What follows belongs to an exercise in optimizing a design on an open flow for small area, a short achievable clock period and few clock cycles per item; a production flow would make more cautious choices.
The RTL was checked by simulation tests, not by an equivalence proof against the original design.
Power and IR drop assume default switching activity.

==> design/flow/design.v <==
module sfd_rx (
    input  wire        clk,
    input  wire        rst,
    input  wire        rx_valid,
    input  wire        rx_eof,
    input  wire [7:0]  rx_byte,
    output wire        rx_ready,
    output wire        dout_valid,
    output wire [7:0]  dout_byte,
    input  wire        dout_ready,
    output wire        ctl_valid,
    output wire [15:0] ctl_seq,
    output wire [7:0]  ctl_op,
    output wire [7:0]  ctl_dest,
    output wire [7:0]  ctl_byte,
    output wire        ctl_last,
    input  wire        ctl_ready,
    output wire        tx_valid,
    output wire [7:0]  tx_byte,
    input  wire        tx_ready,
    output wire        anom_opc,
    output wire        anom_eof,
    output wire        irq
);
    localparam [7:0] MARKER       = 8'h1B;
    localparam [7:0] LIT_SENTINEL = 8'h1C;
    localparam [7:0] OP_DATA      = 8'h44;
    localparam [7:0] OP_ACK       = 8'h41;
    localparam [3:0] ST_RD = 4'd10;
    localparam [1:0] DS_NORMAL = 2'd0;
    localparam [1:0] DS_SAW1   = 2'd1;
    localparam [1:0] DS_SAW2   = 2'd2;
    function in_catalog(input [7:0] op);
        case (op)
            8'h01, 8'h02, 8'h10, 8'h11, 8'h12, 8'h13, 8'h14, 8'h15,
            8'h16, 8'h17, 8'h18, 8'h20, 8'h21, 8'h22, 8'h23,
            OP_ACK, OP_DATA: in_catalog = 1'b1;
            default:         in_catalog = 1'b0;
        endcase
    endfunction
    reg         rdy;             
    reg         ok_r;            
    reg         sv;              
    reg  [7:0]  sb;
    reg         sb_mk;           
    reg         sb_s;            
    reg         sb_z;            
    reg         sb_1;            
    reg         rx_live;
    reg         opc_flag;
    reg         eof_flag;
    reg         irq_r;
    reg  [3:0]  st;
    reg         in_rd;           
    reg         in_rp;           
    reg         p_last;          
    reg         p_pre;           
    reg  [15:0] hdr_seq;
    reg  [7:0]  hdr_op;
    reg  [7:0]  hdr_dest;
    reg  [15:0] hdr_len;
    reg         hi_z;            
    reg         op_bad;          
    reg         is_data;         
    reg  [15:0] rem;             
    reg         last;            
    reg  [1:0]  ds;
    reg  [7:0]  d0, d1, d2;      
    reg         dq1, dq2, dq3;   
    reg  [8:0]  c0, c1;          
    reg         cq1, cq2;        
    reg         tx_busy;
    reg  [3:0]  tx_idx;          
    reg  [7:0]  txb;
    reg  [15:0] tx_seq;
    reg         tx_inc;          
    reg  [15:0] ack_seq;
    reg  [15:0] ack_len;
    wire rd_data = in_rd && is_data;
    wire rd_ctrl = in_rd && !is_data;
    wire proc = sv && ok_r;                
    wire [7:0] b = sb;
    wire fire     = rx_valid && rdy;
    wire fire_eof = fire && rx_eof;
    wire fire_b   = fire && !rx_eof;
    wire port_p6  = sv ? p_pre : p_last;
    wire ds_n0 = (ds == DS_NORMAL);
    wire ds_s1 = (ds == DS_SAW1);
    wire ds_s2 = (ds == DS_SAW2);
    wire e1 = proc && ((rd_data && ds_n0 && !sb_mk) || (p_last && ds_s1));
    wire e2 = proc && ((rd_data && ds_s1 && !sb_mk) || (rd_data && ds_s2 && sb_s) ||
                       (p_last && ds_s2));
    wire ek = e1 || e2;
    wire [7:0] dw0 = (rd_data && ds_n0) ? b : MARKER;
    wire [7:0] dw1 = (rd_data && ds_s1) ? b : MARKER;
    wire cpush     = proc && rd_ctrl;
    wire ack_start = proc && rd_data && last;
    wire plen_z = hi_z && sb_z;
    wire plen_1 = hi_z && sb_1;
    reg [3:0] st_n;
    reg [1:0] ds_n;
    reg       is_data_n;
    reg       last_n;
    always @(*) begin
        st_n      = st;
        ds_n      = ds;
        is_data_n = is_data;
        last_n    = last;
        if (proc) begin
            if (in_rd) begin
                if (is_data) begin
                    case (ds)
                        DS_NORMAL: ds_n = sb_mk ? DS_SAW1 : DS_NORMAL;
                        DS_SAW1:   ds_n = sb_mk ? DS_SAW2 : DS_NORMAL;
                        default:   ds_n = DS_NORMAL;
                    endcase
                end
                if (last) st_n = 4'd0;
                last_n = (rem == 16'd2);
            end else if (p_last) begin
                ds_n   = DS_NORMAL;
                st_n   = plen_z ? 4'd0 : ST_RD;
                last_n = plen_1;
            end else if (in_rp) begin
                st_n = st + 4'd1;
                if (st == 4'd6) is_data_n = (b == OP_DATA);
            end else begin
                st_n = sb_mk ? st + 4'd1 : 4'd0;
            end
        end
    end
    wire rd_n     = proc ? ((p_last && !plen_z) || (in_rd && !last)) : in_rd;
    wire rp_n     = proc ? ((st == 4'd2 && sb_mk) || (in_rp && !p_last)) : in_rp;
    wire p_last_n = proc ? p_pre : p_last;
    wire p_pre_n  = proc ? (st == 4'd7) : p_pre;
    wire dpop   = dq1 && dout_ready;
    wire cpop   = cq1 && ctl_ready;
    wire tx_fin = tx_busy && tx_ready && (tx_idx == 4'd14);
    wire dp1 = dq1 || ek;
    wire dp2 = dq2 || (ek && dq1) || e2;
    wire dp3 = dq3 || (ek && dq2) || (e2 && dq1);
    wire dn1 = dpop ? dp2 : dp1;
    wire dn2 = dpop ? dp3 : dp2;
    wire dn3 = dpop ? 1'b0 : dp3;
    wire cp1 = cq1 || cpush;
    wire cp2 = cq2 || (cpush && cq1);
    wire cn1 = cpop ? cp2 : cp1;
    wire cn2 = cpop ? 1'b0 : cp2;
    wire busy_n = ack_start || (tx_busy && !tx_fin);
    wire ok_n = (!dn2 || (!dn3 && ds_n == DS_NORMAL))
             && (!cn1 || (!cn2 && !rp_n))
             && !(is_data_n && last_n && busy_n);
    wire sv_n = fire_b || (sv && !proc);
    always @(posedge clk) begin
        if (rst) begin
            rdy      <= 1'b1;
            sv       <= 1'b0;
            ok_r     <= 1'b1;
            rx_live  <= 1'b1;
            opc_flag <= 1'b0;
            eof_flag <= 1'b0;
            irq_r    <= 1'b0;
        end else begin
            rdy  <= rx_live && !fire_eof && (!sv_n || ok_n);
            sv   <= sv_n;
            ok_r <= ok_n;
            if (fire_eof) begin
                rx_live  <= 1'b0;
                eof_flag <= 1'b1;
                irq_r    <= 1'b1;
            end
            if (fire_b && port_p6 && op_bad) begin
                opc_flag <= 1'b1;
                irq_r    <= 1'b1;
            end
        end
    end
    always @(posedge clk) begin
        if (fire_b) begin
            sb    <= rx_byte;
            sb_mk <= (rx_byte == MARKER);
            sb_s  <= (rx_byte == LIT_SENTINEL);
            sb_z  <= (rx_byte == 8'h00);
            sb_1  <= (rx_byte == 8'h01);
        end
    end
    always @(posedge clk) begin
        if (rst) begin
            st     <= 4'd0;
            in_rd  <= 1'b0;
            in_rp  <= 1'b0;
            p_last <= 1'b0;
            p_pre  <= 1'b0;
            ds     <= DS_NORMAL;
        end else begin
            st     <= st_n;
            in_rd  <= rd_n;
            in_rp  <= rp_n;
            p_last <= p_last_n;
            p_pre  <= p_pre_n;
            ds     <= ds_n;
        end
    end
    always @(posedge clk) begin
        is_data <= is_data_n;
        last    <= last_n;
        if (proc) begin
            case (st)
                4'd4: hdr_seq[15:8] <= b;
                4'd5: hdr_seq[7:0]  <= b;
                4'd6: begin hdr_op <= b; op_bad <= !in_catalog(b); end
                4'd7: hdr_dest <= b;
                4'd8: begin hdr_len[15:8] <= b; hi_z <= sb_z; end
                4'd9: begin hdr_len[7:0] <= b; rem <= {hdr_len[15:8], b}; end
                ST_RD: rem <= rem - 16'd1;
                default: ;
            endcase
        end
    end
    wire at0 = !dq1;
    wire at1 = dq1 && !dq2;
    wire at2 = dq2 && !dq3;
    wire [7:0] d0_p = (ek && at0) ? dw0 : d0;
    wire [7:0] d1_p = (ek && at1) ? dw0 : (e2 && at0) ? dw1 : d1;
    wire [7:0] d2_p = (ek && at2) ? dw0 : (e2 && at1) ? dw1 : d2;
    always @(posedge clk) begin
        if (rst) begin
            dq1 <= 1'b0;
            dq2 <= 1'b0;
            dq3 <= 1'b0;
        end else begin
            dq1 <= dn1;
            dq2 <= dn2;
            dq3 <= dn3;
        end
    end
    always @(posedge clk) begin
        d0 <= dpop ? d1_p : d0_p;
        d1 <= dpop ? d2_p : d1_p;
        d2 <= d2_p;
    end
    assign rx_ready   = rdy;
    assign dout_valid = dq1;
    assign dout_byte  = d0;
    wire [8:0] cw   = {b, last};
    wire [8:0] c0_p = (cpush && !cq1) ? cw : c0;
    wire [8:0] c1_p = (cpush && cq1)  ? cw : c1;
    always @(posedge clk) begin
        if (rst) begin
            cq1 <= 1'b0;
            cq2 <= 1'b0;
        end else begin
            cq1 <= cn1;
            cq2 <= cn2;
        end
    end
    always @(posedge clk) begin
        c0 <= cpop ? c1_p : c0_p;
        c1 <= c1_p;
    end
    assign ctl_valid = cq1;
    assign ctl_seq   = hdr_seq;
    assign ctl_op    = hdr_op;
    assign ctl_dest  = hdr_dest;
    assign ctl_byte  = c0[8:1];
    assign ctl_last  = c0[0];
    always @(posedge clk) begin
        if (ack_start) begin
            ack_seq <= hdr_seq;
            ack_len <= hdr_len;
        end
    end
    reg [7:0] tx_nxt;
    always @(*) begin
        case (tx_idx)
            4'd1, 4'd2: tx_nxt = MARKER;
            4'd4:  tx_nxt = tx_seq[15:8];
            4'd5:  tx_nxt = tx_seq[7:0];
            4'd6:  tx_nxt = OP_ACK;
            4'd9:  tx_nxt = 8'h04;
            4'd10: tx_nxt = ack_seq[15:8];
            4'd11: tx_nxt = ack_seq[7:0];
            4'd12: tx_nxt = ack_len[15:8];
            4'd13: tx_nxt = ack_len[7:0];
            default: tx_nxt = 8'h00;
        endcase
    end
    always @(posedge clk) begin
        if (rst) begin
            tx_busy <= 1'b0;
            tx_inc  <= 1'b0;
            tx_seq  <= 16'h0000;
        end else begin
            tx_inc <= tx_fin;
            if (tx_inc)
                tx_seq <= (tx_seq == 16'hFFFE) ? 16'h0000 : tx_seq + 16'd1;
            tx_busy <= busy_n;
        end
    end
    always @(posedge clk) begin
        if (ack_start) begin
            tx_idx <= 4'd1;
            txb    <= MARKER;
        end else if (tx_busy && tx_ready) begin
            tx_idx <= tx_idx + 4'd1;
            txb    <= tx_nxt;
        end
    end
    assign tx_valid = tx_busy;
    assign tx_byte  = txb;
    assign anom_opc = opc_flag;
    assign anom_eof = eof_flag;
    assign irq      = irq_r;
endmodule
==> design/flow/run.sh <==
#!/bin/bash
# synth_recipe.tcl (not shown) runs the flow's synth.tcl, then flattens the netlist and writes it again
# the make line also repeats each setting of config.mk as NAME=value (left out here)
make -C /OpenROAD-flow-scripts/flow DESIGN_CONFIG=/design/flow/config.mk WORK_HOME=/design/flow/orfs CLKGATE_MAP_FILE= SYNTH_SCRIPT=/design/flow/synth_recipe.tcl finish
==> design/flow/config.mk <==
export PLATFORM = sky130hd
export DESIGN_NAME = sfd_rx
export DESIGN_NICKNAME = sfd_rx
export VERILOG_FILES = /design/flow/design.v
export SDC_FILE = /design/flow/constraint.sdc
export NUM_CORES = 4
export LEC_CHECK = 0
export CAP_MARGIN = 20
export CORE_MARGIN = 2
export CORE_UTILIZATION = 40
export PLACE_DENSITY = 0.6
export SETUP_SLACK_MARGIN = 4.0
export SLEW_MARGIN = 20
==> design/flow/constraint.sdc <==
create_clock -name core_clock -period 6.0 [get_ports {clk}]
set_input_delay 1.2000 -clock core_clock [delete_from_list [all_inputs] [get_ports {clk}]]
set_output_delay 1.2000 -clock core_clock [all_outputs]
set_load 0.01 [all_outputs]
==> run_results.csv, run 1 <==
group,metric,value,unit
outcome,status,"no timing/DRC/antenna violations",
cells_and_area,post-route-util,50.9,%
pwr,clkPwrFrac,44.9,%
logic_synthesis,synthTopCellsByArea,"edfxtp_1 (44%), dfxtp_1 (18%), nor2_1 (3.1%)",
detailed_routing,wl_per_cell,18.1,um
pwr,p_seq_share,50.8,%
cells_and_area,layout.cells.non_filler,1152,
timing,relSlewSlack,56.3,%
timing,final.period_utilization,37.9,%
detailed_routing,routed_wl,20800,um
pwr,ir_drop,167,uV
logic_synthesis,synth.distinct_cells,67,
global_routing,grt_usage,18.1,%
setup_path,arrival,1.07,ns
setup_path,critPathMaxFanout,2,
floorplanning,io_pins,79,
logic_synthesis,ys_top_cells_by_count,"edfxtp_1 (127), dfxtp_1 (79), nor2_1 (72), nand2_1 (70), o21ai_0 (41)",
logic_synthesis,netlist_instances,744,
setup_path,startpoint_type,"flop",
pwr,p_per_area,280,nW/um^2
cells_and_area,num_antenna_cells,0,
logic_synthesis,synth_top_area_share,44.4,%
logic_synthesis,synth-seq-cells,206,
logic_synthesis,ys_seq_area_share,62.7,%
pwr,internal-power,2.38,mW
detailed_routing,drc,0,
timing,period_minus_slack,2.27,ns
logic_synthesis,synth_nets,771,
flow_run,cap_violations,0,
cells_and_area,seqCellArea,5430,um^2
cts,clk_pin_slew,0.06,ns
cts,cts.sinks,206,
floorplanning,die_y,151,um
cells_and_area,final_nets,888,
floorplanning,die_area,22700,um^2
cells_and_area,drive_above_1_share,27.3,%
timing,fin_hold_ws,0.415,ns
logic_synthesis,synth.most_common_cell,"edfxtp_1",
cts,cts_tree,"built",
timing,finalWorstSetupSlack,3.73,ns
detailed_routing,initialDrtViolationCount,412,
logic_synthesis,yosys.area.top_type,"edfxtp_1",
cts,htree_levels,1,
detailed_routing,viasPerCell,5.37,
floorplanning,die_x,151,um
placed_design,dp_cells,1060,
setup_path,rr_startpoint,"rem[1]",
cts,clock_latency,0.50,ns
placed_design,dpl_cell_area,9640,um^2
setup_path,path_buf_inv,1,
floorplanning,start_util,40.8,%
cts,cts_hold_buf,0,
cells_and_area,area_delta_synth_final,24.9,%
setup_path,crit_chain,"buf_2",
detailed_routing,ant_nets,0,
setup_path,cp-startpoint,"hdr_seq[14]",
setup_path,crit_type,"reg2out",
timing,setup_violations,0,
timing,drv_slew,0,
floorplanning,row_count,53,
placed_design,portBuffers,78,
placed_design,dp_hpwl,13700,um
pwr,total_power,3.01,mW
timing,rsz0062_at_grt,"true",
pwr,p_switching,0.626,mW
detailed_routing,vias,6184,
timing,fin_tns_setup,0,ns
timing,final_hold_viol_count,0,
setup_path,worst_path_dominant_cell_family,"flip-flops",
cells_and_area,fill_cells,1838,
setup_path,crit_required,4.80,ns
timing,max_freq,440,MHz
cts,cts_buffers,22,
hold_path,hp-class,"reg2reg",
setup_path,crit_path_end_kind,"output port",
detailed_routing,dr.pass1.iters,5,
floorplanning,core_area,21100,um^2
cells_and_area,design_area,10700,um^2
setup_path,crit_slowest_cell,"edfxtp_1",
logic_synthesis,async_flop_share,0,%
global_routing,grt_pass1_wl,32200,um
logic_synthesis,synth.avg_cell_area,11.6,um^2
cells_and_area,multi_input_area,3160,um^2
pwr,p_comb_share,4.3,%
setup_path,slowest_delay,0.42,ns
global_routing,grt_max_degree,40,
logic_synthesis,synth_area,8600,um^2
global_routing,grt_pass1_vias,6050,
cts,root_buffer,"clkbuf_16",
timing,skew,0.0161,ns
hold_path,worstHoldStart,"hdr_len[3]",
placed_design,place_ws,2.78,ns
global_routing,grt-ovfl-total,0,
pwr,power.leakage,3.93,nW
logic_synthesis,synthFlopType,"edfxtp_1",
global_routing,antenna_found_initial,0,
pwr,switching_share,20.8,%
logic_synthesis,synth-edff-count,127,
placed_design,gp_congestion,0.836,
timing,worst_pin_slew,0.656,ns
logic_synthesis,yosys_warnings,1,
cts,clockBufferDepth,3,
routing by layer:
layer,GRT usage (%),share of wire (%)
met1,23.4,44
met2,31.6,50
met3,2.55,3.7
met4,5.75,2.8
met5,0,0
worst reg2reg max path, cell delays in order, from the launching register on:
cell and delay, ns:
edfxtp_1 0.39, or4_4 0.55, or4_4 0.44, or3_4 0.35, xor2_2 0.14, o21ai_2 0.06
cell type report:
| cell class | count | area share, % |
|---|---|---|
| flip-flops and latches | 206 | 50.6 |
| multi-input cells | 476 | 29.4 |
| repair buffers | 131 | 8.92 |
| clock buffers | 29 | 6.14 |
| well taps | 275 | 3.20 |
| inverters | 24 | 0.955 |
| clock inverters | 11 | 0.780 |
cells in the final DEF, fill, tap and decap left out, types with 5 or more instances in the layout:
cell             instances
buf_4                   52
buf_2                   50
a21oi_2                  5
nand2_1                 66
clkdlybuf4s50_1         10
dfxtp_1                 59
nand2b_1                 6
a21oi_1                 29
nor4_1                   6
o21ai_1                 14
o32a_1                   6
dfxtp_4                  5
nand3_1                 13
buf_6                   16
a22oi_1                 12
and2_1                   6
a31oi_1                  5
a221oi_1                 8
nor2_1                  69
dfxtp_2                 15
o21ai_0                 34
ha_1                     9
edfxtp_1               127
a211oi_1                 6
inv_1                   23
clkinv_1                 5
and3_1                   6
xor2_1                  19
mux2_2                  13
clkbuf_16               24
nand4_1                 11
nor3_1                  13
nand3b_1                 6
xnor2_1                 12
state kept, by name (all words and copies together) (netlist names), 4 cells and up:
name / cells
txb: 8
d1: 8
rem: 16
tx_seq: 16
ack_len: 16
ack_seq: 16
hdr_seq: 16
st: 4
c1: 9
c0: 9
hdr_dest: 8
hdr_op: 8
d2: 8
tx_idx: 4
sb: 8
hdr_len: 16
d0: 8
final timing paths:
kind                  to  slack (ns)  cells after the start
max          ctl_seq[14]        3.73                      1
min           ack_len[3]        0.41                      0
max reg2reg       rem[9]        3.80                      5
min reg2reg   ack_len[3]        0.41                      0
power by group through the flow:
stage / clock network, mW / logic [mW] / registers (mW)
CTS: 1.37 / 0.123 / 1.53
global route: 1.42 / 0.142 / 1.53
global placement: 0 / 0.106 / 1.57
finish: 1.35 / 0.128 / 1.53
floorplan: 0 / 0.0672 / 1.55
detailed placement: 0 / 0.108 / 1.57
logic make-up after synthesis:
logic type | after synthesis | synth area share [%]
AND/OR/NAND/NOR | 247 | 14.2
flip-flops | 206 | 62.7
AO/OA/AOI/OAI | 167 | 12.8
buffers and inverters | 62 | 2.88
XOR/XNOR | 32 | 3.26
multiplexers | 18 | 2.34
adder cells (fa/ha/maj) | 12 | 1.75
repair_timing:
item,4_1_cts,5_1_grt
pin swaps,8,10
resized for setup,322,27
endpoints found under the setup margin,222,115
buffers inserted,33,19
Testbench counts, summed over its fixed seeds: cycles 35,278, bytes 35,116.
==> inputs of run 2 (changes only) <==
--- a/design/flow/config.mk
+++ b/design/flow/config.mk
@@ -9,5 +9,5 @@
 export CORE_MARGIN = 2
 export CORE_UTILIZATION = 40
 export PLACE_DENSITY = 0.6
-export SETUP_SLACK_MARGIN = 4.0
+export SETUP_SLACK_MARGIN = 3.5
 export SLEW_MARGIN = 20
==> run 2 against run 1 <==
  * Maximum frequency shrank 7.3%
  * Cell count shrank 4.5%
  * Synthesized cell count is the same
  * Clock power grew about 10%
  * Final area shrank 3.7%
  * Sequential share of layout area grew 1.7 points
  * Hold slack gained 0.0019 ns
  * Critical path depth grew 6
  * Critical endpoint is now rdy
  * Highest routed layer unchanged
  * First-iteration DRC count shrank 3.4%
  * Utilization shrank 1.9 points
  * Non-clock buffer count shrank 52
  * Clock skew shrank 0.0056 ns
==> run_results.csv, run 2 <==
group,metric,value,unit
outcome,status,"no timing/DRC/antenna violations",
logic_synthesis,synth.most_common_cell,"edfxtp_1",
cells_and_area,drive_above_1_share,8.85,%
placed_design,gp_congestion,0.848,
floorplanning,core_area,21100,um^2
cts,postCtsSetupBuffers,0,
global_routing,grt-ovfl-total,0,
cells_and_area,num_antenna_cells,0,
setup_path,startpoint_type,"primary input",
global_routing,grt_max_degree,33,
pwr,ir_drop,189,uV
cells_and_area,final_nets,836,
flow_run,cap_violations,0,
floorplanning,die_area,22700,um^2
cts,post_cts_resized,73,
global_routing,grtUsageMet1,22.2,%
global_routing,gr-usage-met2,30.4,%
pwr,p_per_area,303,nW/um^2
placed_design,dp_cells,1060,
detailed_routing,routed_wl,19700,um
cells_and_area,layout.cells.non_filler,1100,
timing,fin_hold_ws,0.416,ns
placed_design,dp_hpwl,13500,um
logic_synthesis,synth_nets,771,
logic_synthesis,yosys_warnings,1,
cells_and_area,final_cell_mix,"edfxtp_1 (127), dfxtp_1 (76), nor2_1 (71), nand2_1 (69), dlygate4sd2_1 (64)",
logic_synthesis,ys_seq_area_share,62.7,%
cells_and_area,final_common_cell,"edfxtp_1",
global_routing,grt_pass1_vias,5872,
cts,clock_latency,0.50,ns
cts,cts_buffers,22,
floorplanning,die_y,151,um
cts,clockBufferDepth,3,
timing,rsz0062_at_grt,"true",
timing,setup_violations,0,
logic_synthesis,synth_top_area_share,44.4,%
setup_path,r2r_slack,3.67,ns
setup_path,critPathMaxFanout,7,
cts,cts.sinks,206,
setup_path,crit_path_end_kind,"flop",
floorplanning,start_util,40.8,%
detailed_routing,initialDrtViolationCount,398,
timing,final.period_utilization,40.9,%
timing,final_hold_viol_count,0,
floorplanning,io_pins,79,
setup_path,arrival,2.83,ns
logic_synthesis,synth-edff-count,127,
global_routing,grt_pass1_wl,31100,um
cells_and_area,area_delta_synth_final,20.3,%
timing,fin_tns_setup,0,ns
logic_synthesis,ys_top_cells_by_count,"edfxtp_1 (127), dfxtp_1 (79), nor2_1 (72), nand2_1 (70), o21ai_0 (41)",
logic_synthesis,synthTopCellsByArea,"edfxtp_1 (44%), dfxtp_1 (18%), nor2_1 (3.1%)",
detailed_routing,drc,0,
timing,worst_pin_slew,1.07,ns
timing,skew,0.0105,ns
detailed_routing,dr.pass1.iters,4,
global_routing,busiest_layer,"met2",
logic_synthesis,synth_area,8600,um^2
setup_path,crit_required,6.38,ns
global_routing,grt_usage,17.5,%
cts,cts_hold_buf,0,
floorplanning,die_x,151,um
timing,period_minus_slack,2.45,ns
floorplanning,row_count,53,
pwr,power.leakage,3.72,nW
detailed_routing,viasPerCell,5.39,
logic_synthesis,synth.avg_cell_area,11.6,um^2
cts,cts_tree,"built",
timing,drv_slew,0,
logic_synthesis,yosys.area.top_type,"edfxtp_1",
detailed_routing,wl_per_cell,17.9,um
logic_synthesis,synth.distinct_cells,67,
hold_path,hp-class,"reg2reg",
placed_design,portBuffers,78,
global_routing,grt_use_met3,2.73,%
cts,root_buffer,"clkbuf_16",
timing,max_freq,407,MHz
timing,relSlewSlack,28.7,%
cts,clk_pin_slew,0.06,ns
logic_synthesis,async_flop_share,0,%
detailed_routing,ant_nets,0,
setup_path,crit_type,"in2reg",
global_routing,antenna_found_initial,0,
cts,htree_levels,1,
logic_synthesis,synth-seq-cells,206,
detailed_routing,vias,5934,
logic_synthesis,netlist_instances,744,
logic_synthesis,synthFlopType,"edfxtp_1",
## run 2: per-stage QoR
stage          setup slack [ns]  util [%]  power [mW]  instance area [um^2]
2_1_floorplan              3.63         -        1.62                  8600
3_3_place_gp               2.89      45.4        1.67                  9570
3_5_place_dp               2.82      45.4        1.67                  9570
4_1_cts                    3.31      48.9        3.15                 10300
5_1_grt                    3.49      49.0        3.22                 10300
6_report                   3.55      49.0        3.13                 10300
## run 2: logic make-up (layout without fill, tap and decap cells)
family	Yosys count	in the layout	synth area share, %
mux	18	18	2.34
compound gates	167	167	12.8
xor+xnor	32	32	3.26
fa+ha+maj	12	12	1.75
simple gates	247	247	14.2
buf+inv	62	143	2.88
flops	206	206	62.7
## run 2: area by class of cell
class,count,area (um^2)
Fill cell,1903,10700
Tap cell,275,344
Clock buffer,30,632
Multi-Input combinational cell,476,2980
Timing Repair Buffer,79,711
Inverter,24,91.3
Sequential cell,206,5400
Clock inverter,10,181
## run 2: layer usage
layer	up-vias	share of wire (%)
li1	2881	-
met4	0	3.2
met3	33	4.0
met2	129	49
met1	2891	43
met5	-	0
## run 2: final timing paths
check / from / endpoint / cells past startpoint
worst min register to register: hdr_len[0] / ack_len[0] / 0
worst max-delay path: dout_ready / rdy / 7
worst max register to register: rem[1] / rem[9] / 5
worst min-delay path: hdr_len[0] / ack_len[0] / 0
## run 2: power breakdown
group	internal [mW]	total (mW)	switching [mW]
combinational	0.0431	0.101	0.0574
clock	0.953	1.49	0.538
sequential	1.51	1.54	0.0269
## run 2: worst max-delay path, cell delays in order
cell	delay, ns
clkdlybuf4s50_1	0.62
or2_2	0.17
nand2_1	0.05
a311oi_1	0.35
o22ai_1	0.16
o21ai_1	0.18
a21boi_1	0.09
==> inputs of run 3 (changes only) <==
--- a/design/flow/config.mk
+++ b/design/flow/config.mk
@@ -9,5 +9,5 @@
 export CORE_MARGIN = 2
 export CORE_UTILIZATION = 40
 export PLACE_DENSITY = 0.6
-export SETUP_SLACK_MARGIN = 3.5
+export SETUP_SLACK_MARGIN = 4.3
 export SLEW_MARGIN = 20
==> run 3 against run 2 <==
  * First-iteration DRC count grew 12%
  * Highest routed layer unchanged
  * Die area is the same
  * Sequential power about the same
  * Maximum frequency rose by 6.7%
  * Sequential share of layout area shrank 5.5 points
  * Global-route usage increased by 1.3 points
  * Non-clock buffer count grew 95
  * Utilization is 6.2 points higher
  * Largest cell class unchanged
  * Synthesized cell count unchanged
  * Flip-flop and latch count did not move
==> run_results.csv, run 3 <==
group,metric,value,unit
cells_and_area,area_delta_synth_final,35.4,%
global_routing,grt_max_degree,40,
logic_synthesis,yosys_warnings,1,
cells_and_area,final_common_cell,"edfxtp_1",
placed_design,dp_hpwl,13300,um
setup_path,startpoint_type,"flop",
logic_synthesis,synthTopCellsByArea,"edfxtp_1 (44%), dfxtp_1 (18%), nor2_1 (3.1%)",
timing,rsz0062_at_grt,"true",
logic_synthesis,netlist_instances,744,
timing,worst_pin_slew,0.617,ns
global_routing,grt_usage,18.8,%
setup_path,r2r_slack,3.77,ns
floorplanning,io_pins,79,
detailed_routing,ant_nets,0,
setup_path,crit_required,4.80,ns
setup_path,worst_path_dominant_cell_family,"flip-flops",
floorplanning,die_area,22700,um^2
logic_synthesis,synth_top_area_share,44.4,%
detailed_routing,drc,0,
detailed_routing,wl_per_cell,18.5,um
logic_synthesis,synth-edff-count,127,
detailed_routing,dr.pass1.iters,5,
global_routing,grt-ovfl-total,0,
timing,relSlewSlack,58.9,%
timing,fin_hold_ws,0.417,ns
logic_synthesis,synthFlopType,"edfxtp_1",
floorplanning,die_x,151,um
cts,clockBufferDepth,3,
cts,cts_buffers,23,
cts,root_buffer,"clkbuf_16",
floorplanning,core_area,21100,um^2
logic_synthesis,synth.most_common_cell,"edfxtp_1",
timing,setup_violations,0,
logic_synthesis,yosys.area.top_type,"edfxtp_1",
detailed_routing,initialDrtViolationCount,446,
global_routing,grt_pass1_wl,33500,um
floorplanning,start_util,40.8,%
pwr,ir_drop,213,uV
cells_and_area,final_nets,934,
cells_and_area,post-route-util,55.2,%
cells_and_area,drive_above_1_share,38.2,%
floorplanning,die_y,151,um
cells_and_area,layout.cells.non_filler,1199,
global_routing,antenna_found_initial,0,
flow_run,cap_violations,0,
cts,clock_latency,0.53,ns
setup_path,path_buf_inv,1,
pwr,p_comb_share,5.2,%
timing,drv_slew,0,
pwr,p_seq_share,50.1,%
logic_synthesis,synth_area,8600,um^2
pwr,clkPwrFrac,44.6,%
pwr,total_power,3.05,mW
placed_design,dpl_cell_area,9820,um^2
logic_synthesis,synth.avg_cell_area,11.6,um^2
detailed_routing,routed_wl,22200,um
timing,final_hold_viol_count,0,
timing,period_minus_slack,2.30,ns
cts,htree_levels,1,
logic_synthesis,synth-seq-cells,206,
cts,cts.sinks,206,
setup_path,crit_slowest_cell,"edfxtp_1",
setup_path,critPathMaxFanout,2,
timing,fin_tns_setup,0,ns
cts,cts_hold_buf,0,
detailed_routing,wl_met1,9100,um
timing,finalWorstSetupSlack,3.70,ns
cells_and_area,num_antenna_cells,0,
timing,skew,0.0343,ns
cts,cts_tree,"built",
placed_design,dp_cells,1063,
setup_path,slowest_delay,0.41,ns
outcome,status,"no timing/DRC/antenna violations",
placed_design,gp_congestion,0.804,
detailed_routing,met3WireLength,1010,um
logic_synthesis,async_flop_share,0,%
logic_synthesis,ys_seq_area_share,62.7,%
detailed_routing,highest_layer,"met4",
pwr,power.leakage,4.32,nW
logic_synthesis,ys_top_cells_by_count,"edfxtp_1 (127), dfxtp_1 (79), nor2_1 (72), nand2_1 (70), o21ai_0 (41)",
timing,final.period_utilization,38.3,%
setup_path,crit_path_end_kind,"output port",
cells_and_area,final_cell_mix,"edfxtp_1 (127), buf_4 (80), nor2_1 (59), nand2_1 (57), dfxtp_1 (55)",
cells_and_area,design_area,11600,um^2
setup_path,crit_chain,"buf_2",
pwr,internal-power,2.39,mW
setup_path,crit_type,"reg2out",
hold_path,hp-class,"reg2reg",
pwr,p_switching,0.658,mW
pwr,p_per_area,262,nW/um^2
setup_path,arrival,1.10,ns
logic_synthesis,synth.distinct_cells,67,
detailed_routing,viasPerCell,5.45,
timing,max_freq,435,MHz
detailed_routing,route.met2.wl,11400,um
placed_design,portBuffers,78,
floorplanning,row_count,53,
global_routing,grt_pass1_vias,6213,
placed_design,place_ws,3.08,ns
detailed_routing,vias,6534,
cts,clk_pin_slew,0.06,ns
pwr,switching_share,21.6,%
logic_synthesis,synth_nets,771,
-- run 3: layer usage --
metal / global-route usage (%) / vias to the layer above
met5: 0 / -
met4: 7.43 / 0
met3: 3.12 / 61
met2: 32.7 / 175
met1: 23.5 / 3219
li1: - / 3079
-- run 3: path summary, 6_finish.rpt --
kind	start	end	cells after the start
max	hdr_seq[9]	ctl_seq[9]	1
min	hdr_len[7]	ack_len[7]	0
max reg2reg	rem[1]	rem[9]	5
min reg2reg	hdr_len[7]	ack_len[7]	0
-- run 3: power groups by stage --
| stage | sequential, mW | clock, mW | combinational (mW) |
|---|---|---|---|
| floorplan | 1.56 | 0 | 0.0721 |
| global placement | 1.56 | 0 | 0.114 |
| detailed placement | 1.56 | 0 | 0.116 |
| CTS | 1.53 | 1.38 | 0.143 |
| global route | 1.53 | 1.45 | 0.173 |
| finish | 1.53 | 1.36 | 0.160 |
-- run 3: what timing repair did --
action,4_1_cts,5_1_grt
gates cloned,3,0
endpoints found under the setup margin,267,164
pin swaps,24,39
gates resized for setup,385,76
setup buffers,53,38
-- run 3: cells by family (layout without fill, tap and decap cells) --
family	after synthesis	after routing	share of synthesized area, %
buffers and inverters	62	240	2.88
XOR/XNOR	32	32	3.26
AO/OA/AOI/OAI	167	168	12.8
adder cells (fa/ha/maj)	12	12	1.75
flip-flops	206	206	62.7
AND/OR/NAND/NOR	247	248	14.2
multiplexers	18	18	2.34
-- run 3: layout make-up --
type / count / area, um^2
Fill cell: 1776 / 9450
Timing Repair Buffer: 174 / 1370
Clock buffer: 31 / 616
Multi-Input combinational cell: 478 / 3650
Sequential cell: 206 / 5440
Inverter: 24 / 103
Clock inverter: 11 / 113
Tap cell: 275 / 344
==> inputs of run 4 (changes only) <==
--- a/design/flow/config.mk
+++ b/design/flow/config.mk
@@ -8,6 +8,8 @@
 export CAP_MARGIN = 20
 export CORE_MARGIN = 2
 export CORE_UTILIZATION = 40
+export CTS_CLUSTER_DIAMETER = 60
+export CTS_CLUSTER_SIZE = 25
 export PLACE_DENSITY = 0.6
-export SETUP_SLACK_MARGIN = 4.3
+export SETUP_SLACK_MARGIN = 4.0
 export SLEW_MARGIN = 20
==> run 4 against run 3 <==
  * First-iteration DRC count increased by 1.3%
  * Sequential power barely moved
  * Clock power is 14% lower
  * Global-route usage shrank 0.67 points
  * Final area fell by 8.7%
  * Utilization decreased by 4.8 points
  * Flip-flop and latch count did not move
  * Combinational power is 19% lower
  * Power shrank 7.5%
  * Critical path depth unchanged
  * Critical endpoint is now ctl_seq[8]
==> run_results.csv, run 4 <==
group,metric,value,unit
cts,cts_tree,"built",
floorplanning,die_area,22700,um^2
global_routing,antenna_found_initial,0,
global_routing,grt_max_degree,40,
timing,rsz0062_at_grt,"true",
detailed_routing,drc,0,
pwr,ir_drop,218,uV
timing,final_hold_viol_count,0,
setup_path,crit_required,4.80,ns
timing,relSlewSlack,55.9,%
setup_path,path_buf_inv,1,
detailed_routing,initialDrtViolationCount,452,
logic_synthesis,yosys.area.top_type,"edfxtp_1",
logic_synthesis,synthFlopType,"edfxtp_1",
logic_synthesis,synth_nets,771,
timing,skew,0.0290,ns
hold_path,hp-class,"reg2reg",
cells_and_area,final_nets,885,
global_routing,grt_usage,18.2,%
logic_synthesis,netlist_instances,744,
floorplanning,die_x,151,um
logic_synthesis,synthTopCellsByArea,"edfxtp_1 (44%), dfxtp_1 (18%), nor2_1 (3.1%)",
placed_design,dp_cells,1060,
floorplanning,start_util,40.8,%
logic_synthesis,synth.most_common_cell,"edfxtp_1",
timing,drv_slew,0,
cts,root_buffer,"clkbuf_16",
cts,clockBufferDepth,3,
detailed_routing,ant_nets,0,
floorplanning,row_count,53,
cells_and_area,num_antenna_cells,0,
pwr,total_power,2.82,mW
floorplanning,die_y,151,um
timing,period_minus_slack,2.27,ns
global_routing,grt_pass1_wl,32200,um
cells_and_area,final_cell_mix,"edfxtp_1 (127), nor2_1 (69), nand2_1 (65), dfxtp_1 (59), buf_4 (54)",
setup_path,startpoint_type,"flop",
floorplanning,core_area,21100,um^2
detailed_routing,dr.pass1.iters,5,
placed_design,portBuffers,78,
detailed_routing,wl_per_cell,18.1,um
cts,cts.sinks,206,
pwr,power.leakage,3.87,nW
placed_design,dp_hpwl,13700,um
timing,max_freq,440,MHz
logic_synthesis,ys_top_cells_by_count,"edfxtp_1 (127), dfxtp_1 (79), nor2_1 (72), nand2_1 (70), o21ai_0 (41)",
timing,worst_pin_slew,0.661,ns
setup_path,crit_slowest_cell,"edfxtp_1",
setup_path,worst_path_dominant_cell_family,"flip-flops",
outcome,status,"no timing/DRC/antenna violations",
setup_path,crit_type,"reg2out",
global_routing,grt-ovfl-total,0,
logic_synthesis,synth-seq-cells,206,
setup_path,arrival,1.07,ns
timing,setup_violations,0,
setup_path,slowest_delay,0.43,ns
cells_and_area,drive_above_1_share,27.4,%
pwr,p_per_area,266,nW/um^2
logic_synthesis,yosys_warnings,1,
logic_synthesis,synth_top_area_share,44.4,%
logic_synthesis,ys_seq_area_share,62.7,%
flow_run,cap_violations,0,
global_routing,grt_pass1_vias,5972,
detailed_routing,routed_wl,20700,um
cells_and_area,final_common_cell,"edfxtp_1",
timing,final.period_utilization,37.9,%
logic_synthesis,synth-edff-count,127,
cells_and_area,post-route-util,50.4,%
cts,htree_levels,1,
logic_synthesis,synth.avg_cell_area,11.6,um^2
floorplanning,io_pins,79,
timing,fin_tns_setup,0,ns
cells_and_area,fill_cells,1860,
detailed_routing,vias,6176,
cells_and_area,area_delta_synth_final,23.7,%
logic_synthesis,synth_area,8600,um^2
cells_and_area,layout.cells.non_filler,1143,
logic_synthesis,async_flop_share,0,%
placed_design,gp_congestion,0.836,
setup_path,crit_chain,"buf_2",
logic_synthesis,synth.distinct_cells,67,
cts,cts_buffers,16,
cts,clk_pin_slew,0.09,ns
setup_path,critPathMaxFanout,2,
cts,clock_latency,0.49,ns
setup_path,crit_path_end_kind,"output port",
detailed_routing,viasPerCell,5.40,
[run 4: cell types whose count changed in the layout (fill, tap and decap cells not counted), sizes merged]
cell	previous run	this run
clkinv	7	5
bufinv	2	1
clkdlybuf4s15	3	0
or2	5	4
clkinvlp	1	0
clkdlybuf4s50	0	10
inv	25	29
o21ai	53	52
buf	160	122
bufbuf	1	0
dlygate4sd2	8	2
clkbuf	33	17
[run 4: path summary, 6_finish.rpt]
path,from,to,slack [ns],cells past startpoint
setup / recovery,hdr_seq[8],ctl_seq[8],3.73,1
hold / removal,hdr_len[2],ack_len[2],0.42,0
setup reg to reg,rem[2],rem[9],3.77,5
hold reg to reg,hdr_len[2],ack_len[2],0.42,0
[run 4: final cells by class]
class                   instances  area (um^2)  share of cell area, %
flip-flops and latches        206         5440                   51.1
multi-input cells             476         3170                   29.8
repair buffers                134          993                   9.34
clock buffers                  17          425                   4.00
well taps                     275          344                   3.24
clock inverters                11          164                   1.54
inverters                      24          103                  0.965
[run 4: power breakdown]
part,internal (mW),leakage [nW],switching [mW]
logic,0.0573,1.80,0.0720
registers,1.51,1.79,0.0175
clock network,0.604,0.287,0.565
[run 4: cells by family (layout without fill, tap and decap cells)]
| group | count (synthesis) | count (layout) | synth area share [%] |
|---|---|---|---|
| xor gates and xnor gates | 32 | 32 | 3.26 |
| DFF | 206 | 206 | 62.7 |
| AOI/OAI and AO/OA | 167 | 167 | 12.8 |
| muxes | 18 | 18 | 2.34 |
| adders and majority gates | 12 | 12 | 1.75 |
| buffers and inverters | 62 | 186 | 2.88 |
| and+or+nand+nor | 247 | 247 | 14.2 |
[run 4: per-stage QoR]
stage          instance area, um^2  hold WS, ns  setup slack, ns
2_1_floorplan                 8700        0.400             3.82
3_3_place_gp                  9640        0.401             2.90
3_5_place_dp                  9640        0.405             2.78
4_1_cts                      10400        0.426             3.70
5_1_grt                      10600        0.429             3.68
6_report                     10600        0.425             3.73
[run 4: routing by layer]
layer  routed length, um  global-route usage (%)
met5                   0                       0
met4                 479                    5.00
met3                 818                    2.67
met2               10400                    31.7
met1                8980                    23.7
[run 4: timing repair]
action / CTS / global route
pin swaps: 7 / 10
setup endpoints to repair: 215 / 117
gates resized for setup: 319 / 34
hold buffers: 0 / 0
buffers inserted: 33 / 22
==> inputs of run 5 (changes only) <==
--- a/design/flow/config.mk
+++ b/design/flow/config.mk
@@ -8,8 +8,8 @@
 export CAP_MARGIN = 20
 export CORE_MARGIN = 2
 export CORE_UTILIZATION = 40
-export CTS_CLUSTER_DIAMETER = 60
-export CTS_CLUSTER_SIZE = 25
+export CTS_CLUSTER_DIAMETER = 80
+export CTS_CLUSTER_SIZE = 30
 export PLACE_DENSITY = 0.6
-export SETUP_SLACK_MARGIN = 4.0
+export SETUP_SLACK_MARGIN = 3.8
 export SLEW_MARGIN = 20
==> run 5 against run 4 <==
  * Cell count down 2.7%
  * Register-to-register slack improved by 0.04 ns
  * Clock skew shrank 0.013 ns
  * Sequential power about the same
  * Final area shrank 5.7%
  * Maximum frequency is 0.19% higher
  * Non-clock buffer count shrank 22
  * Area after synthesis stayed put
  * Critical path type unchanged
  * Largest power group unchanged
==> run_results.csv, run 5 <==
group,metric,value,unit
outcome,status,"no timing/DRC/antenna violations",
setup_path,crit_required,4.80,ns
logic_synthesis,ys_top_cells_by_count,"edfxtp_1 (127), dfxtp_1 (79), nor2_1 (72), nand2_1 (70), o21ai_0 (41)",
floorplanning,row_count,53,
timing,drv_slew,0,
floorplanning,die_area,22700,um^2
cts,cts_hold_buf,0,
logic_synthesis,synthTopCellsByArea,"edfxtp_1 (44%), dfxtp_1 (18%), nor2_1 (3.1%)",
logic_synthesis,synth.avg_cell_area,11.6,um^2
setup_path,crit_type,"reg2out",
setup_path,critPathMaxFanout,2,
placed_design,dpl_cell_area,9600,um^2
detailed_routing,ant_nets,0,
placed_design,portBuffers,78,
timing,fin_tns_setup,0,ns
logic_synthesis,synth_top_area_share,44.4,%
setup_path,crit_chain,"buf_2",
cts,htree_levels,1,
timing,rsz0062_at_grt,"true",
cells_and_area,num_antenna_cells,0,
timing,max_freq,441,MHz
logic_synthesis,netlist_instances,744,
floorplanning,die_x,151,um
placed_design,gp_congestion,0.858,
detailed_routing,drc,0,
detailed_routing,routed_wl,20400,um
placed_design,dp_cells,1063,
logic_synthesis,ys_seq_area_share,62.7,%
cells_and_area,final_nets,859,
cts,clockBufferDepth,3,
timing,relSlewSlack,46.1,%
logic_synthesis,synth-edff-count,127,
global_routing,grt_max_degree,40,
setup_path,path_buf_inv,1,
cts,clock_latency,0.48,ns
setup_path,cp-startpoint,"hdr_seq[7]",
logic_synthesis,synth.most_common_cell,"edfxtp_1",
setup_path,arrival,1.07,ns
setup_path,crit_path_end_kind,"output port",
global_routing,grt_usage,18.0,%
setup_path,slowest_delay,0.43,ns
cts,clk_pin_slew,0.11,ns
logic_synthesis,async_flop_share,0,%
hold_path,worstHoldStart,"hdr_len[2]",
timing,setup_violations,0,
logic_synthesis,synthFlopType,"edfxtp_1",
global_routing,antenna_found_initial,0,
pwr,total_power,2.57,mW
detailed_routing,wl_per_cell,18.3,um
cells_and_area,seqCellArea,5420,um^2
detailed_routing,initialDrtViolationCount,482,
detailed_routing,vias,6039,
cts,cts_buffers,12,
hold_path,hp-class,"reg2reg",
cells_and_area,design_area,10000,um^2
cells_and_area,layout.cells.non_filler,1112,
setup_path,startpoint_type,"flop",
detailed_routing,dr.pass1.iters,5,
pwr,power.leakage,3.62,nW
global_routing,grt_pass1_wl,32200,um
pwr,p_per_area,256,nW/um^2
cts,cts_tree,"built",
setup_path,worst_path_dominant_cell_family,"flip-flops",
floorplanning,core_area,21100,um^2
logic_synthesis,synth_nets,771,
floorplanning,start_util,40.8,%
pwr,ir_drop,189,uV
cells_and_area,final_common_cell,"edfxtp_1",
timing,final_hold_viol_count,0,
detailed_routing,viasPerCell,5.43,
cells_and_area,drive_above_1_share,21.9,%
logic_synthesis,synth.distinct_cells,67,
timing,skew,0.0164,ns
placed_design,dp_hpwl,13700,um
setup_path,rr_startpoint,"rem[3]",
cells_and_area,multi_input_area,3040,um^2
setup_path,crit_slowest_cell,"edfxtp_1",
global_routing,grt-ovfl-total,0,
floorplanning,io_pins,79,
floorplanning,die_y,151,um
cts,cts.sinks,206,
cells_and_area,final_cell_mix,"edfxtp_1 (127), nor2_1 (71), nand2_1 (66), buf_2 (63), dfxtp_1 (61)",
logic_synthesis,yosys.area.top_type,"edfxtp_1",
timing,final.period_utilization,37.8,%
global_routing,grt_pass1_vias,5884,
cts,root_buffer,"clkbuf_16",
cells_and_area,area_delta_synth_final,16.7,%
logic_synthesis,synth_area,8600,um^2
logic_synthesis,synth-seq-cells,206,
cells_and_area,fill_cells,1943,
logic_synthesis,yosys_warnings,1,
timing,period_minus_slack,2.27,ns
flow_run,cap_violations,0,
timing,worst_pin_slew,0.809,ns
==> run 5: cell counts after synthesis <==
Identical to the previous run, type by type.
==> run 5: kinds of logic (layout without fill, tap and decap cells) <==
group | count (synthesis) | after routing | share of synthesized area [%]
flip-flops | 206 | 206 | 62.7
AO/OA/AOI/OAI | 167 | 167 | 12.8
adder cells (fa/ha/maj) | 12 | 12 | 1.75
buffers and inverters | 62 | 155 | 2.88
multiplexers | 18 | 18 | 2.34
XOR/XNOR | 32 | 32 | 3.26
AND/OR/NAND/NOR | 247 | 247 | 14.2
==> run 5: path summary, 6_finish.rpt <==
path | to | slack (ns) | depth (start not counted)
setup / recovery | ctl_seq[7] | 3.73 | 1
hold / removal | ack_len[2] | 0.43 | 0
setup reg to reg | rem[9] | 3.81 | 5
hold reg to reg | ack_len[2] | 0.43 | 0
==> run 5: cell type report <==
cell class,instances,share of cell area (%)
flip-flops and latches,206,54.1
clock buffers,13,3.24
clock inverters,6,0.798
well taps,275,3.43
repair buffers,112,7.20
inverters,24,0.948
multi-input cells,476,30.3
==> run 5: per-layer routing <==
metal | track usage [%] | wire, um
met2 | 30.8 | 10100
met4 | 6.68 | 737
met1 | 23.7 | 8940
met3 | 1.85 | 613
met5 | 0 | 0
==> run 5: where the power goes <==
part | internal, mW | leakage, nW | switching [mW]
registers | 1.51 | 1.78 | 0.0201
logic | 0.0458 | 1.63 | 0.0653
clock network | 0.423 | 0.198 | 0.507
total | 1.98 | 3.62 | 0.593
==> run 5: what timing repair did <==
| item | CTS | global route |
|---|---|---|
| pin swaps | 1 | 3 |
| setup endpoints to repair | 142 | 104 |
| resized for setup | 281 | 23 |
| setup buffers | 15 | 15 |
==> run 5: through the flow <==
stage	worst slack [ns]	hold WS (ns)	util [%]
global placement	3.08	0.401	45.5
detailed placement	3.05	0.414	45.5
CTS	3.67	0.439	46.7
global route	3.69	0.448	47.6
floorplan	3.80	0.400	-
finish	3.73	0.427	47.6
==> inputs of run 6 (changes only) <==
==> design/flow/flow/run.sh (new file) <==
#!/bin/bash
set -euo pipefail
bash standard.sh \
  'CTS_ARGS=-sink_clustering_size 30 -sink_clustering_max_diameter 80 -repair_clock_nets' \
  finish > standard.log 2>&1
==> design/flow/standard.sh (new file) <==
#!/bin/bash
# synth_recipe.tcl (not shown) runs the flow's synth.tcl, then flattens the netlist and writes it again
# the make line also repeats each setting of config.mk as NAME=value (left out here)
make -C /OpenROAD-flow-scripts/flow DESIGN_CONFIG=/design/flow/config.mk WORK_HOME=/design/flow/orfs CLKGATE_MAP_FILE= SYNTH_SCRIPT=/design/flow/synth_recipe.tcl "${@:-finish}"
removed: design/flow/run.sh
==> run 6 against run 5 <==
  * Register-to-register slack worse by 0.03 ns
  * Synthesized cell count unchanged
  * Global-route usage grew 0.63 points
  * Via count grew 0.12%
  * Final area rose by 1.8%
  * Still clean
  * Clock skew is 0.00060 ns higher
  * Largest cell class unchanged
  * Critical endpoint is now rem[9]
==> run_results.csv, run 6 <==
group,metric,value,unit
placed_design,dpl_cell_area,9600,um^2
cts,cts_buffers,17,
logic_synthesis,synth_top_area_share,44.4,%
placed_design,dp_hpwl,13700,um
cts,clock_latency,0.44,ns
timing,fin_tns_setup,0,ns
detailed_routing,ant_nets,0,
cells_and_area,num_antenna_cells,0,
floorplanning,start_util,40.8,%
logic_synthesis,ys_top_cells_by_count,"edfxtp_1 (127), dfxtp_1 (79), nor2_1 (72), nand2_1 (70), o21ai_0 (41)",
detailed_routing,dr.pass1.iters,6,
setup_path,cp_common_cell,"or4_4",
timing,relSlewSlack,46.6,%
detailed_routing,met3WireLength,707,um
pwr,p_per_area,272,nW/um^2
logic_synthesis,netlist_instances,744,
setup_path,crit_slowest_cell,"or4_4",
logic_synthesis,ys_seq_area_share,62.7,%
detailed_routing,wl_per_cell,18.1,um
global_routing,grt_usage,18.6,%
detailed_routing,viasPerCell,5.39,
timing,final.period_utilization,37.0,%
detailed_routing,wl_met1,8700,um
logic_synthesis,synth-edff-count,127,
detailed_routing,initialDrtViolationCount,449,
setup_path,arrival,2.39,ns
setup_path,crit_chain,"or4_4, or4_4, or3_4, xor2_1, o21ai_2",
cells_and_area,area_delta_synth_final,18.7,%
cts,cts.sinks,206,
hold_path,whs_path_depth,0,
floorplanning,die_area,22700,um^2
logic_synthesis,yosys.area.top_type,"edfxtp_1",
logic_synthesis,synth.distinct_cells,67,
logic_synthesis,synth-adder-area-share,1.75,%
setup_path,crit_cells,5,
cts,htree_levels,4,
placed_design,dp_cells,1063,
setup_path,crit_type,"reg2reg",
logic_synthesis,synth_top_family_by_area,"simple AND/OR/NAND/NOR gates",
logic_synthesis,yosys_warnings,1,
logic_synthesis,synth_area,8600,um^2
outcome,status,"no timing/DRC/antenna violations",
setup_path,slowest_delay,0.55,ns
pwr,ir_drop,169,uV
placed_design,gp_congestion,0.858,
hold_path,hp-class,"reg2reg",
logic_synthesis,async_flop_share,0,%
cells_and_area,post-route-util,48.4,%
timing,drv_slew,0,
setup_path,r2r_slack,3.78,ns
flow_run,cap_violations,0,
logic_synthesis,synth.avg_cell_area,11.6,um^2
logic_synthesis,muxShareOfSynthArea,2.34,%
logic_synthesis,synth.most_common_cell,"edfxtp_1",
logic_synthesis,synth-seq-cells,206,
setup_path,worst_path_dominant_cell_family,"simple AND/OR/NAND/NOR gates",
setup_path,crit_path_end_kind,"flop",
floorplanning,die_y,151,um
logic_synthesis,synthSimpleGateAreaFrac,14.2,%
logic_synthesis,synth_nets,771,
setup_path,path_buf_inv,0,
cells_and_area,final_cell_mix,"edfxtp_1 (127), nor2_1 (71), nand2_1 (66), dfxtp_1 (66), buf_2 (62)",
detailed_routing,routed_wl,20300,um
floorplanning,die_x,151,um
timing,period_minus_slack,2.22,ns
floorplanning,core_area,21100,um^2
global_routing,grt_pass1_vias,6001,
logic_synthesis,synth_compound_area_share,12.8,%
cells_and_area,final_nets,861,
global_routing,antenna_found_initial,0,
global_routing,grt_pass1_wl,32400,um
cts,cts_tree,"built",
floorplanning,row_count,53,
timing,setup_violations,0,
logic_synthesis,synthXorXnorAreaFrac,3.26,%
detailed_routing,vias,6046,
timing,worst_pin_slew,0.801,ns
cells_and_area,layout.cells.non_filler,1122,
cells_and_area,seqCellArea,5420,um^2
detailed_routing,highest_layer,"met4",
cells_and_area,final_common_cell,"edfxtp_1",
cells_and_area,design_area,10200,um^2
global_routing,grt_max_degree,40,
timing,final_hold_viol_count,0,
timing,skew,0.0170,ns
pwr,power.leakage,3.70,nW
global_routing,grt-ovfl-total,0,
cts,cts_hold_buf,0,
timing,rsz0062_at_grt,"true",
cts,clockBufferDepth,2,
setup_path,critPathMaxFanout,2,
setup_path,crit_required,6.17,ns
floorplanning,io_pins,79,
cts,root_buffer,"clkbuf_16",
logic_synthesis,synthFlopType,"edfxtp_1",
cts,clk_pin_slew,0.07,ns
cells_and_area,drive_above_1_share,22.0,%
cells_and_area,fill_cells,1922,
timing,max_freq,450,MHz
logic_synthesis,synthTopCellsByArea,"edfxtp_1 (44%), dfxtp_1 (18%), nor2_1 (3.1%)",
detailed_routing,route.met2.wl,10300,um
cells_and_area,multi_input_area,3050,um^2
setup_path,r2r_cells,5,
placed_design,portBuffers,78,
detailed_routing,drc,0,
setup_path,startpoint_type,"flop",
run 6: cell counts after synthesis:
Identical to the previous run, type by type.
run 6: final timing paths:
path	start	endpoint
setup / recovery	rem[2]	rem[9]
hold / removal	hdr_len[3]	ack_len[3]
setup reg to reg	rem[2]	rem[9]
hold reg to reg	hdr_len[3]	ack_len[3]
run 6: stage by stage:
step	total power [mW]	hold WS (ns)	worst slack (ns)
after floorplan	1.62	0.400	3.80
after global placement	1.67	0.401	3.08
after detailed placement	1.67	0.414	3.05
after CTS	2.80	0.432	3.71
after global routing	2.87	0.436	3.75
final	2.78	0.424	3.78
run 6: metal layers:
layer / vias to the layer above / global-route usage, %
li1: 2917 / -
met2: 153 / 31.5
met1: 2937 / 23.6
met4: 0 / 7.66
met5: - / 0
met3: 39 / 3.39
run 6: cell families after synthesis:
kind of cell | after synthesis
simple gates | 247
flops | 206
compound gates | 167
buf+inv | 62
xor+xnor | 32
mux | 18
fa+ha+maj | 12
run 6: report_power, final:
part	total (mW)	internal [mW]	leakage [nW]	switching, mW
Combinational	0.111	0.0458	1.62	0.0652
Clock	1.14	0.604	0.290	0.536
Sequential	1.53	1.51	1.78	0.0202
Total	2.78	2.16	3.70	0.621
run 6: area by class of cell:
| class | instances | area share (%) |
|---|---|---|
| Clock buffer | 21 | 4.83 |
| Inverter | 24 | 0.931 |
| Multi-Input combinational cell | 476 | 29.9 |
| Timing Repair Buffer | 109 | 6.90 |
| Sequential cell | 206 | 53.1 |
| Clock inverter | 11 | 0.981 |
| Tap cell | 275 | 3.37 |
run 6: timing repair:
action | 4_1_cts | 5_1_grt
gates cloned | 0 | 0
resized for setup | 273 | 26
endpoints found under the setup margin | 153 | 89
pin swaps | 1 | 2
setup buffers | 14 | 13
==> inputs of run 7 (changes only) <==
==> design/flow/run.sh (new file) <==
#!/bin/bash
# synth_recipe.tcl (not shown) runs the flow's synth.tcl, then flattens the netlist and writes it again
# the make line also repeats each setting of config.mk as NAME=value (left out here)
make -C /OpenROAD-flow-scripts/flow DESIGN_CONFIG=/design/flow/config.mk WORK_HOME=/design/flow/orfs CLKGATE_MAP_FILE= SYNTH_SCRIPT=/design/flow/synth_recipe.tcl finish
--- a/design/flow/config.mk
+++ b/design/flow/config.mk
@@ -7,9 +7,9 @@
 export LEC_CHECK = 0
 export CAP_MARGIN = 20
 export CORE_MARGIN = 2
-export CORE_UTILIZATION = 40
+export CORE_UTILIZATION = 60
 export CTS_CLUSTER_DIAMETER = 80
 export CTS_CLUSTER_SIZE = 30
-export PLACE_DENSITY = 0.6
-export SETUP_SLACK_MARGIN = 3.8
+export PLACE_DENSITY = 0.75
+export SETUP_SLACK_MARGIN = 4.0
 export SLEW_MARGIN = 20
removed: design/flow/flow/run.sh
removed: design/flow/standard.sh
==> run 7 against run 6 <==
  * Clock skew grew 0.0029 ns
  * Utilization rose by 24 points
  * Maximum frequency is 2.4% lower
  * Via count up 1.5%
  * Non-clock buffer count increased by 7
  * Flip-flop and latch count unchanged
  * Worst setup slack lost 0.055 ns
  * Hold slack improved by 0.0051 ns
  * Final area shrank 0.55%
  * Wire length is 3.0% lower
==> run_results.csv, run 7 <==
group,metric,value,unit
placed_design,dp_hpwl,13100,um
detailed_routing,dr.pass1.iters,5,
logic_synthesis,ys_seq_area_share,62.7,%
setup_path,crit_chain,"buf_2",
pwr,power.leakage,3.68,nW
logic_synthesis,synth.distinct_cells,67,
timing,rsz0062_at_grt,"true",
logic_synthesis,synth.avg_cell_area,11.6,um^2
cts,cts.sinks,206,
cts,clockBufferDepth,3,
floorplanning,die_y,124,um
setup_path,crit_path_end_kind,"output port",
floorplanning,start_util,61.7,%
timing,skew,0.0199,ns
logic_synthesis,yosys.area.top_type,"edfxtp_1",
cells_and_area,fill_cells,938,
global_routing,grt_usage,26.2,%
floorplanning,row_count,43,
placed_design,gp_congestion,0.893,
cells_and_area,final_nets,863,
timing,worst_pin_slew,0.726,ns
outcome,status,"no timing/DRC/antenna violations",
logic_synthesis,synthFlopType,"edfxtp_1",
global_routing,grt-ovfl-total,0,
global_routing,grt_pass1_vias,6035,
floorplanning,io_pins,79,
logic_synthesis,yosys_warnings,1,
cts,cts_hold_buf,0,
floorplanning,core_area,13900,um^2
cts,cts_tree,"built",
timing,max_freq,439,MHz
detailed_routing,vias,6139,
detailed_routing,routed_wl,19700,um
timing,final.period_utilization,37.9,%
setup_path,crit_required,4.80,ns
timing,final_hold_viol_count,0,
setup_path,path_buf_inv,1,
cells_and_area,drive_above_1_share,25.1,%
timing,period_minus_slack,2.28,ns
floorplanning,die_area,15300,um^2
pwr,ir_drop,252,uV
cells_and_area,final_common_cell,"edfxtp_1",
timing,fin_hold_ws,0.429,ns
global_routing,grt_max_degree,40,
timing,finalWorstSetupSlack,3.72,ns
timing,relSlewSlack,51.6,%
logic_synthesis,synth_top_area_share,44.4,%
cts,htree_levels,1,
detailed_routing,wl_per_cell,19.3,um
timing,setup_violations,0,
cts,root_buffer,"clkbuf_16",
hold_path,hp-class,"reg2reg",
setup_path,critPathMaxFanout,2,
setup_path,crit_slowest_cell,"edfxtp_1",
setup_path,slowest_delay,0.45,ns
placed_design,place_ws,2.84,ns
logic_synthesis,synth_area,8600,um^2
flow_run,cap_violations,0,
detailed_routing,viasPerCell,6.02,
cells_and_area,num_antenna_cells,0,
setup_path,arrival,1.08,ns
setup_path,crit_type,"reg2out",
logic_synthesis,synth_nets,771,
logic_synthesis,async_flop_share,0,%
detailed_routing,drc,0,
cts,clock_latency,0.46,ns
logic_synthesis,synth-seq-cells,206,
global_routing,antenna_found_initial,0,
logic_synthesis,ys_top_cells_by_count,"edfxtp_1 (127), dfxtp_1 (79), nor2_1 (72), nand2_1 (70), o21ai_0 (41)",
placed_design,portBuffers,78,
pwr,p_per_area,245,nW/um^2
timing,drv_slew,0,
global_routing,grt_pass1_wl,31300,um
logic_synthesis,synthTopCellsByArea,"edfxtp_1 (44%), dfxtp_1 (18%), nor2_1 (3.1%)",
cts,cts_buffers,11,
detailed_routing,ant_nets,0,
floorplanning,die_x,124,um
cts,clk_pin_slew,0.11,ns
cells_and_area,area_delta_synth_final,18.1,%
setup_path,startpoint_type,"flop",
logic_synthesis,synth.most_common_cell,"edfxtp_1",
cells_and_area,final_cell_mix,"edfxtp_1 (127), nor2_1 (67), nand2_1 (65), dfxtp_1 (60), buf_2 (49)",
logic_synthesis,netlist_instances,744,
timing,fin_tns_setup,0,ns
setup_path,worst_path_dominant_cell_family,"flip-flops",
detailed_routing,initialDrtViolationCount,616,
logic_synthesis,synth-edff-count,127,
## run 7: worst paths after layout
| kind | from | to | slack (ns) | cells after the start |
|---|---|---|---|---|
| hold / removal | hdr_len[6] | ack_len[6] | 0.43 | 0 |
| setup / recovery | hdr_seq[10] | ctl_seq[10] | 3.72 | 1 |
| hold reg to reg | hdr_len[6] | ack_len[6] | 0.43 | 0 |
| setup reg to reg | rem[2] | rem[9] | 3.73 | 5 |
## run 7: cell families (layout without fill, tap and decap cells)
group	Yosys count	after routing	share of synthesized area, %
AND/OR/NAND/NOR	247	247	14.2
flip-flops	206	206	62.7
AO/OA/AOI/OAI	167	168	12.8
buffers and inverters	62	157	2.88
adder cells (fa/ha/maj)	12	12	1.75
XOR/XNOR	32	32	3.26
multiplexers	18	18	2.34
## run 7: report_power, final
group,switching (mW),internal [mW]
Clock,0.454,0.379
Sequential,0.0238,1.51
Combinational,0.0646,0.0552
## run 7: metrics by stage
step	cells	util (%)	instance area, um^2	total power [mW]
3_3_place_gp	965	68.3	9520	1.67
3_5_place_dp	965	68.3	9520	1.67
6_report	1020	72.9	10200	2.49
4_1_cts	1008	71.5	9960	2.49
5_1_grt	1020	72.9	10200	2.56
2_1_floorplan	744	-	8700	1.62
## run 7: final cells by class
class / instances / area [um^2] / share of cell area [%]
timing repair buffer: 116 / 852 / 8.39
sequential: 206 / 5430 / 53.5
multi-input combinational: 477 / 3200 / 31.5
tap: 180 / 225 / 2.22
clock inverter: 3 / 36.3 / 0.357
clock buffer: 14 / 308 / 3.03
inverter: 24 / 103 / 1.01
## run 7: worst reg2reg max path, stage by stage, from the launching register on
cell	delay, ns
edfxtp_1	0.41
or4_4	0.55
or4_4	0.44
or3_4	0.37
xor2_4	0.16
o21ai_2	0.07
## run 7: repair_timing
item / 4_1_cts / 5_1_grt
endpoints found under the hold margin: 0 / 0
endpoints found under the setup margin: 214 / 136
gates resized for setup: 320 / 32
pin swaps: 9 / 3
gates cloned: 0 / 1
buffers inserted: 26 / 11
## run 7: per-layer routing
metal,routed length [um],track usage (%)
met1,8110,32.8
met2,10100,46.7
met3,802,2.61
met4,725,10.1
met5,0,0
==> inputs of run 8 (changes only) <==
--- a/design/flow/config.mk
+++ b/design/flow/config.mk
@@ -11,5 +11,5 @@
 export CTS_CLUSTER_DIAMETER = 80
 export CTS_CLUSTER_SIZE = 30
 export PLACE_DENSITY = 0.75
-export SETUP_SLACK_MARGIN = 4.0
+export SETUP_SLACK_MARGIN = 3.8
 export SLEW_MARGIN = 20
==> run 8 against run 7 <==
  * Still clean
  * Sequential share of layout area up 1.5 points
  * Cell count down 0.69%
  * Worst setup slack better by 0.020 ns
  * Non-clock buffer count down 6
  * Final area down 2.9%
  * Critical path depth unchanged
  * Hold slack worse by 0.011 ns
  * Flip-flop and latch count unchanged
  * Utilization down 2.1 points
  * Die area unchanged
  * Clock skew up 0.0035 ns
  * Critical endpoint is now ctl_seq[13]
  * Largest cell class unchanged
==> run_results.csv, run 8 <==
group,metric,value,unit
global_routing,grt_pass1_vias,5880,
outcome,status,"no timing/DRC/antenna violations",
cts,clock_latency,0.47,ns
pwr,ir_drop,176,uV
cts,clk_pin_slew,0.10,ns
detailed_routing,dr.pass1.iters,5,
cells_and_area,fill_cells,1023,
cts,cts.sinks,206,
placed_design,dp_hpwl,12700,um
logic_synthesis,ys_seq_area_share,62.7,%
detailed_routing,wl_per_cell,19.1,um
logic_synthesis,synth_top_area_share,44.4,%
timing,fin_tns_setup,0,ns
floorplanning,start_util,61.7,%
global_routing,grt_max_degree,40,
flow_run,cap_violations,0,
timing,max_freq,443,MHz
setup_path,crit_slowest_cell,"edfxtp_1",
setup_path,path_buf_inv,1,
logic_synthesis,yosys.area.top_type,"edfxtp_1",
logic_synthesis,async_flop_share,0,%
placed_design,portBuffers,78,
timing,final_hold_viol_count,0,
floorplanning,row_count,43,
timing,final.period_utilization,37.6,%
cells_and_area,drive_above_1_share,21.1,%
detailed_routing,ant_nets,0,
logic_synthesis,synth-edff-count,127,
cells_and_area,seqCellArea,5420,um^2
detailed_routing,initialDrtViolationCount,480,
global_routing,grt_usage,25.1,%
global_routing,grt_pass1_wl,29800,um
logic_synthesis,synth-seq-cells,206,
setup_path,crit_chain,"buf_2",
placed_design,gp_congestion,0.877,
timing,worst_pin_slew,0.886,ns
cts,root_buffer,"clkbuf_16",
logic_synthesis,synth.most_common_cell,"edfxtp_1",
setup_path,worst_path_dominant_cell_family,"flip-flops",
cts,cts_buffers,11,
pwr,total_power,2.47,mW
timing,drv_slew,0,
timing,setup_violations,0,
floorplanning,die_x,124,um
global_routing,grt-ovfl-total,0,
cts,htree_levels,1,
floorplanning,die_area,15300,um^2
cells_and_area,final_nets,856,
logic_synthesis,synth_area,8600,um^2
setup_path,critPathMaxFanout,2,
timing,relSlewSlack,41.0,%
floorplanning,io_pins,79,
detailed_routing,routed_wl,19300,um
hold_path,hp-class,"reg2reg",
cells_and_area,area_delta_synth_final,14.6,%
pwr,power.leakage,3.57,nW
logic_synthesis,yosys_warnings,1,
pwr,p_per_area,251,nW/um^2
logic_synthesis,synth.distinct_cells,67,
setup_path,crit_required,4.80,ns
cells_and_area,multi_input_area,3050,um^2
setup_path,crit_path_end_kind,"output port",
cts,clockBufferDepth,3,
setup_path,arrival,1.06,ns
setup_path,slowest_delay,0.44,ns
timing,rsz0062_at_grt,"true",
setup_path,startpoint_type,"flop",
detailed_routing,vias,6064,
logic_synthesis,synth_nets,771,
setup_path,crit_type,"reg2out",
cells_and_area,final_common_cell,"edfxtp_1",
logic_synthesis,synth.avg_cell_area,11.6,um^2
cts,cts_tree,"built",
cells_and_area,final_cell_mix,"edfxtp_1 (127), nor2_1 (71), nand2_1 (67), dfxtp_1 (63), buf_2 (63)",
logic_synthesis,synthTopCellsByArea,"edfxtp_1 (44%), dfxtp_1 (18%), nor2_1 (3.1%)",
global_routing,antenna_found_initial,0,
floorplanning,core_area,13900,um^2
timing,skew,0.0233,ns
timing,period_minus_slack,2.26,ns
floorplanning,die_y,124,um
detailed_routing,viasPerCell,5.99,
logic_synthesis,synthFlopType,"edfxtp_1",
cells_and_area,num_antenna_cells,0,
logic_synthesis,netlist_instances,744,
detailed_routing,drc,0,
logic_synthesis,ys_top_cells_by_count,"edfxtp_1 (127), dfxtp_1 (79), nor2_1 (72), nand2_1 (70), o21ai_0 (41)",
## run 8: cell type report
| class | instances | area share, % |
|---|---|---|
| Sequential cell | 206 | 55.0 |
| Multi-Input combinational cell | 476 | 31.0 |
| Timing Repair Buffer | 110 | 7.24 |
| Clock buffer | 11 | 2.79 |
| Tap cell | 180 | 2.29 |
| Inverter | 24 | 0.965 |
| Clock inverter | 6 | 0.736 |
## run 8: path summary, 6_finish.rpt
path | startpoint | endpoint | slack [ns] | depth (start not counted)
setup reg to reg | rem[3] | rem[9] | 3.79 | 5
hold / removal | hdr_len[5] | ack_len[5] | 0.42 | 0
hold reg to reg | hdr_len[5] | ack_len[5] | 0.42 | 0
setup / recovery | hdr_seq[13] | ctl_seq[13] | 3.74 | 1
## run 8: timing repair
action / in CTS / in global routing
hold endpoints to repair: 0 / 0
setup buffers: 16 / 16
pin swaps: 1 / 5
hold buffers: 0 / 0
endpoints found under the setup margin: 171 / 118
resized for setup: 286 / 15
## run 8: power breakdown
group	internal, mW	total, mW	switching, mW
combinational	0.0461	0.107	0.0606
sequential	1.51	1.54	0.0258
clock	0.390	0.833	0.443
## run 8: cells by family after synthesis
logic type,count (synthesis),synth area share (%)
simple gates,247,14.2
flops,206,62.7
compound gates,167,12.8
buf+inv,62,2.88
xor+xnor,32,3.26
mux,18,2.34
fa+ha+maj,12,1.75
## run 8: metrics by stage
step / utilization, % / setup WS, ns / std cells / instance area (um^2) / hold WS (ns)
floorplan: - / 3.80 / 744 / 8610 / 0.400
global placement: 67.8 / 2.90 / 964 / 9450 / 0.403
detailed placement: 67.8 / 2.84 / 964 / 9450 / 0.405
CTS: 69.5 / 3.68 / 997 / 9680 / 0.412
global route: 70.7 / 3.72 / 1013 / 9860 / 0.421
finish: 70.7 / 3.74 / 1013 / 9860 / 0.418
## run 8: routing by layer
layer / global-route usage, % / up-vias / wire (um)
met5: 0 / - / 0
met4: 10.2 / 0 / 681
met2: 43.8 / 186 / 9710
li1: - / 2896 / -
met1: 32.0 / 2935 / 8030
met3: 3.02 / 47 / 903
